What follows belongs to an exercise in optimizing a design on an open flow for small area; a production flow would make more cautious choices.
The RTL was checked by simulation tests, not by an equivalence proof against the original design.
Power is estimated from default activity; no workload was simulated.

$ cat run.sh
#!/bin/bash
# synth_recipe.tcl (not shown) runs the flow's synth.tcl, then flattens the netlist and writes it again
# the make line also repeats each setting of config.mk as NAME=value (left out here)
make -C /OpenROAD-flow-scripts/flow DESIGN_CONFIG=/design/flow/config.mk WORK_HOME=/design/flow/orfs CLKGATE_MAP_FILE= SYNTH_SCRIPT=/design/flow/synth_recipe.tcl finish
$ cat config.mk
export PLATFORM = sky130hd
export DESIGN_NAME = varint_codec
export DESIGN_NICKNAME = varint_codec
export VERILOG_FILES = /design/flow/design.v
export SDC_FILE = /design/flow/constraint.sdc
export NUM_CORES = 4
export LEC_CHECK = 0
export CAP_MARGIN = 20
export CORE_MARGIN = 2
export CORE_UTILIZATION = 40
export SLEW_MARGIN = 20
$ cat constraint.sdc
create_clock -name core_clock -period 5.0 [get_ports {clk}]
set_input_delay 1.0000 -clock core_clock [delete_from_list [all_inputs] [get_ports {clk}]]
set_output_delay 1.0000 -clock core_clock [all_outputs]
set_load 0.01 [all_outputs]
$ cat design.v
module varint_dec (
    input  wire        clk,
    input  wire        rst,
    input  wire        dcmd_valid,
    output wire        dcmd_ready,
    input  wire        dcmd_w,
    input  wire        src_valid,
    output wire        src_ready,
    input  wire        src_eos,
    input  wire [7:0]  src_data,
    output wire        drsp_valid,
    input  wire        drsp_ready,
    output wire [1:0]  drsp_status,
    output wire [63:0] drsp_data
);
    localparam [1:0] IDLE = 2'd0, RUN = 2'd1, RESP = 2'd2;
    localparam [1:0] ST_OK = 2'd0, ST_EOS = 2'd1, ST_MALFORMED = 2'd2;
    reg [1:0]  phase;
    reg        w;             
    reg [63:0] acc;           
    reg [3:0]  g;             
    reg [1:0]  rsp_status;
    reg [63:0] rsp_data;
    wire        cont    = src_data[7];
    wire [63:0] payload = {57'd0, src_data[6:0]};
    wire [63:0] merged  = acc | (payload << (7 * g));
    wire [63:0] unzz    = (merged >> 1) ^ {64{merged[0]}};
    wire [63:0] result  = w ? unzz : {{32{unzz[31]}}, unzz[31:0]};
    wire [3:0]  limit   = w ? 4'd10 : 4'd5;
    wire        at_limit = (g + 4'd1) == limit;
    always @(posedge clk) begin
        if (rst) begin
            phase      <= IDLE;
            w          <= 1'b0;
            acc        <= 64'd0;
            g          <= 4'd0;
            rsp_status <= ST_OK;
            rsp_data   <= 64'd0;
        end else begin
            case (phase)
                IDLE: if (dcmd_valid) begin
                    w     <= dcmd_w;
                    acc   <= 64'd0;
                    g     <= 4'd0;
                    phase <= RUN;
                end
                RUN: if (src_valid) begin
                    if (src_eos) begin
                        rsp_data   <= 64'd0;
                        rsp_status <= ST_EOS;
                        phase      <= RESP;
                    end else begin
                        acc <= merged;
                        g   <= g + 4'd1;
                        if (!cont) begin
                            rsp_data   <= result;
                            rsp_status <= ST_OK;
                            phase      <= RESP;
                        end else if (at_limit) begin
                            rsp_data   <= 64'd0;
                            rsp_status <= ST_MALFORMED;
                            phase      <= RESP;
                        end
                    end
                end
                RESP: if (drsp_ready) phase <= IDLE;
                default: phase <= IDLE;
            endcase
        end
    end
    assign dcmd_ready  = (phase == IDLE);
    assign src_ready   = (phase == RUN);
    assign drsp_valid  = (phase == RESP);
    assign drsp_status = rsp_status;
    assign drsp_data   = rsp_data;
endmodule
module varint_enc (
    input  wire        clk,
    input  wire        rst,
    input  wire        ecmd_valid,
    output wire        ecmd_ready,
    input  wire        ecmd_w,
    input  wire [63:0] ecmd_data,
    output wire        snk_valid,
    input  wire        snk_ready,
    input  wire        snk_err,
    output wire [7:0]  snk_data,
    output wire        ersp_valid,
    input  wire        ersp_ready,
    output wire [1:0]  ersp_status
);
    localparam [1:0] IDLE = 2'd0, RUN = 2'd1, RESP = 2'd2;
    localparam [1:0] ST_OK = 2'd0, ST_SINK_WRITE = 2'd3;
    reg [1:0]  phase;
    reg [63:0] n;             
    reg [1:0]  rsp_status;
    wire [63:0] v  = ecmd_w ? ecmd_data : {{32{ecmd_data[31]}}, ecmd_data[31:0]};
    wire [63:0] zz = {v[62:0], 1'b0} ^ {64{v[63]}};
    wire more = |n[63:7];
    always @(posedge clk) begin
        if (rst) begin
            phase      <= IDLE;
            n          <= 64'd0;
            rsp_status <= ST_OK;
        end else begin
            case (phase)
                IDLE: if (ecmd_valid) begin
                    n     <= zz;
                    phase <= RUN;
                end
                RUN: if (snk_ready) begin
                    if (snk_err) begin
                        rsp_status <= ST_SINK_WRITE;
                        phase      <= RESP;
                    end else if (more) begin
                        n <= n >> 7;
                    end else begin
                        rsp_status <= ST_OK;
                        phase      <= RESP;
                    end
                end
                RESP: if (ersp_ready) phase <= IDLE;
                default: phase <= IDLE;
            endcase
        end
    end
    assign ecmd_ready  = (phase == IDLE);
    assign snk_valid   = (phase == RUN);
    assign snk_data    = {more, n[6:0]};
    assign ersp_valid  = (phase == RESP);
    assign ersp_status = rsp_status;
endmodule
module varint_codec (
    input  wire        clk,
    input  wire        rst,
    input  wire        dcmd_valid,
    output wire        dcmd_ready,
    input  wire        dcmd_w,
    input  wire        src_valid,
    output wire        src_ready,
    input  wire        src_eos,
    input  wire [7:0]  src_data,
    output wire        drsp_valid,
    input  wire        drsp_ready,
    output wire [1:0]  drsp_status,
    output wire [63:0] drsp_data,
    input  wire        ecmd_valid,
    output wire        ecmd_ready,
    input  wire        ecmd_w,
    input  wire [63:0] ecmd_data,
    output wire        snk_valid,
    input  wire        snk_ready,
    input  wire        snk_err,
    output wire [7:0]  snk_data,
    output wire        ersp_valid,
    input  wire        ersp_ready,
    output wire [1:0]  ersp_status
);
    varint_dec u_dec (
        .clk(clk), .rst(rst),
        .dcmd_valid(dcmd_valid), .dcmd_ready(dcmd_ready), .dcmd_w(dcmd_w),
        .src_valid(src_valid), .src_ready(src_ready), .src_eos(src_eos), .src_data(src_data),
        .drsp_valid(drsp_valid), .drsp_ready(drsp_ready),
        .drsp_status(drsp_status), .drsp_data(drsp_data)
    );
    varint_enc u_enc (
        .clk(clk), .rst(rst),
        .ecmd_valid(ecmd_valid), .ecmd_ready(ecmd_ready), .ecmd_w(ecmd_w), .ecmd_data(ecmd_data),
        .snk_valid(snk_valid), .snk_ready(snk_ready), .snk_err(snk_err), .snk_data(snk_data),
        .ersp_valid(ersp_valid), .ersp_ready(ersp_ready), .ersp_status(ersp_status)
    );
endmodule
==> reports/metrics.csv <==
metric,value,unit
setup_tns,0,ps
synth_seq_cells,204,
setup_viol,0,
multi_input_area,0.00531,mm^2
crit_type,register to output pin,
worstMarginPinSlew,1050,ps
cp_max_fo,4,
die-width,162,um
fin_skew,15.6,ps
clock.fmax,291,MHz
r2r-end,u_dec.rsp_data[30],
antenna_found_initial,1,
start_util,41.0,%
tritoncts,yes,
slew_headroom,30.3,%
drive_above_1_share,7.13,%
grt_pass1_wl,44100,um
grt_remaining_overflow,0,
routed_via_density,5.41,
die-area,0.0263,mm^2
place_inst,1588,
dpl_cell_area,0.0116,mm^2
r2r-start,u_dec.g[0],
io_pins,166,
cap_viol_max_count,0,
synth_nets,1286,
diodes,0,
fin_crit_sh,68.6,%
fillers,2365,
leakagePower,4.46,nW
clock_latency,520,ps
first_iter_violations,762,
place_congestion,0.787,
die_height,162,um
rows,57,
fin_cells,1629,
power_density,337,mW/mm^2
drc,0,
design_area,0.0125,mm^2
root_buffer,clkbuf_16,
synthArstFlopShare,0,%
wl_per_cell,16.9,um
startpoint_type,register,
holdCritStartpoint,u_dec.rsp_status[0],
yosysSeqAreaShare,40.9,%
synthesis.instances,1201,
cts.sinks,204,
ir_worst_vdd,0.195,mV
min_to,u_dec.rsp_status[0],
layout_common_cells,"dfxtp_1, clkdlybuf4s50_1, nor2_1",
grt_max_degree,89,
ys.warnings.count,2,
synth-main-ff-cell,dfxtp_1,
final_nets,1375,
crit_arrival,2430,ps
dp_hpwl,17400,um
ctsHtreeMaxLevel,1,
hold_violations,0,
cts_inserted_buffers,24,
vias,8817,
path_clk_slew,60,ps
ctsResizeCount,0,
hold_buffers,0,
first_pass_iters,5,
post-cts-setup-buffers,0,
ys_types,46,
grt_usage,20.3,%
grt_pass1_vias,8195,
rsz0062_at_grt,no,
run_status,"complete, no violations",
clk_path_buf_depth,3,
ant_nets,0,
ff_latch_area,0.00408,mm^2
layout_commonest_cell,dfxtp_1,
portBuffers,165,
synth_edf_count,0,
endpoint_kind,output pin,
reg2regPathDepth,7,
core_area,0.0244,mm^2
hold-path-cell-count,2,
wirelength,27600,um
syn_area,0.00999,mm^2
syn2layout_area_growth,24.6,%
synth.avg_cell_area,8.32,um^2
final.min_clock_period,3430,ps
slew_violations,0,
crit_required,4000,ps
rrSetupSlack,2080,ps
hp-class,register to register,
worst max-delay path, stage by stage, from the launching register on:
cell	delay (ps)
dfxtp_1	330
nor4_1	340
nand2_1	190
nor4_4	420
nand2_1	150
clkdlybuf4s50_1	500
kinds of logic (layout without fill, tap and decap cells):
logic type | Yosys count | after routing | synth area share, %
AO/OA/AOI/OAI | 323 | 323 | 22.2
buffers and inverters | 126 | 230 | 6.44
flip-flops | 204 | 204 | 40.9
XOR/XNOR | 128 | 128 | 11.2
AND/OR/NAND/NOR | 418 | 418 | 19.0
multiplexers | 1 | 1 | 0.100
adder cells (fa/ha/maj) | 1 | 1 | 0.125
state kept, by name, summed over array words and instances, names as in the netlist:
name              count
u_enc.n              64
u_enc.phase           2
u_dec.w               1
u_dec.g               4
u_dec.acc            64
u_dec.phase           2
u_enc.rsp_status      1
u_dec.rsp_status      2
u_dec.rsp_data       64
layout make-up:
type | count | share of cell area (%)
clock buffer | 34 | 5.70
clock inverter | 7 | 0.884
inverter | 4 | 0.121
multi-input combinational | 871 | 42.6
sequential | 204 | 32.8
tap | 324 | 3.26
timing repair buffer | 185 | 14.6
synthesized netlist by cell type, types with 2 or more instances:
master      n  area share [%]
inv_1       4            0.15
nor4_4      3            0.64
a21oi_1   109             5.5
a22o_1     32             2.8
nand2b_1   14            0.88
a211oi_2   13             1.6
dfxtp_1   204              41
and3_1      2            0.13
nor4_1     14            0.88
o21ai_1     7            0.35
nand3_1    32             1.6
nor3_2      3            0.30
buf_6      12             1.4
buf_2      28             1.4
nor2_1    148             5.6
nand2_1   134             5.0
a21oi_2     2            0.18
clkbuf_1   65             2.4
buf_4      12            0.90
nor2b_1     8            0.50
buf_1       5            0.19
xor2_1     90             7.9
nor3_1     51             2.6
a22oi_1    63             4.7
a211oi_1   21             1.6
a222oi_1   25             2.5
o21ai_0    44             2.2
xnor2_1    38             3.3
stage by stage:
| step | total power [mW] | hold WS, ps | util, % | worst slack, ps |
|---|---|---|---|---|
| floorplan | 2.20 | 444 | - | 2550 |
| global placement | 2.41 | 446 | 47.7 | 1670 |
| detailed placement | 2.41 | 450 | 47.7 | 1600 |
| CTS | 4.23 | 458 | 51.0 | 1550 |
| global route | 4.37 | 491 | 51.0 | 1420 |
| finish | 4.19 | 457 | 51.0 | 1570 |
per-layer routing:
layer | up-vias | routed length (um) | global-route usage, % | part of all wire [%]
li1 | 4376 | - | - | -
met3 | 41 | 1400 | 3.04 | 5.1
met5 | - | 13 | 0 | 0.047
met2 | 244 | 12100 | 31.0 | 44
met4 | 2 | 541 | 4.79 | 2.0
met1 | 4154 | 13500 | 30.2 | 49
power breakdown:
group / internal (mW) / switching [mW] / total (mW)
combinational: 0.263 / 0.372 / 0.635
clock: 1.13 / 0.679 / 1.81
sequential: 1.69 / 0.0523 / 1.74
total: 3.09 / 1.10 / 4.19
worst max-delay path by stage:
stage | startpoint | endpoint | slack [ps] | depth (start not counted)
2_1_floorplan | ecmd_w | u_enc.n[19] | 2550 | 7
3_3_place_gp | src_valid | u_dec.rsp_data[40] | 1670 | 5
3_5_place_dp | src_valid | u_dec.rsp_data[63] | 1600 | 5
4_1_cts | u_enc.n[39] | snk_data[7] | 1550 | 5
5_1_grt | u_enc.n[42] | snk_data[7] | 1420 | 5
6_report | u_enc.n[39] | snk_data[7] | 1570 | 5

==> separate check: timing with driven ports <==
Ports are ideal in the flow. The routed layout listed here was re-timed in OpenROAD. Step 1, drivers: a clkbuf_16 drives clk and a buf_2 each remaining input, both assumed. Step 2, shift: input delay + t, output delay - t, t = (earliest + latest rising clock arrival at the registers) / 2. This alone moves slack from input paths to output paths. Slacks: ideal ports / drivers / drivers and shift; pairs: ideal ports / drivers.
t (ns): 0.551
slack for setup (ns): 1.568 / 1.525 / 1.548
hold slack, ns: 0.457 / 0.457 / 0.457
After both steps this run still meets setup and hold. For this run, drivers alone change the setup slack by -0.043 ns; drivers and shift together by -0.020 ns.
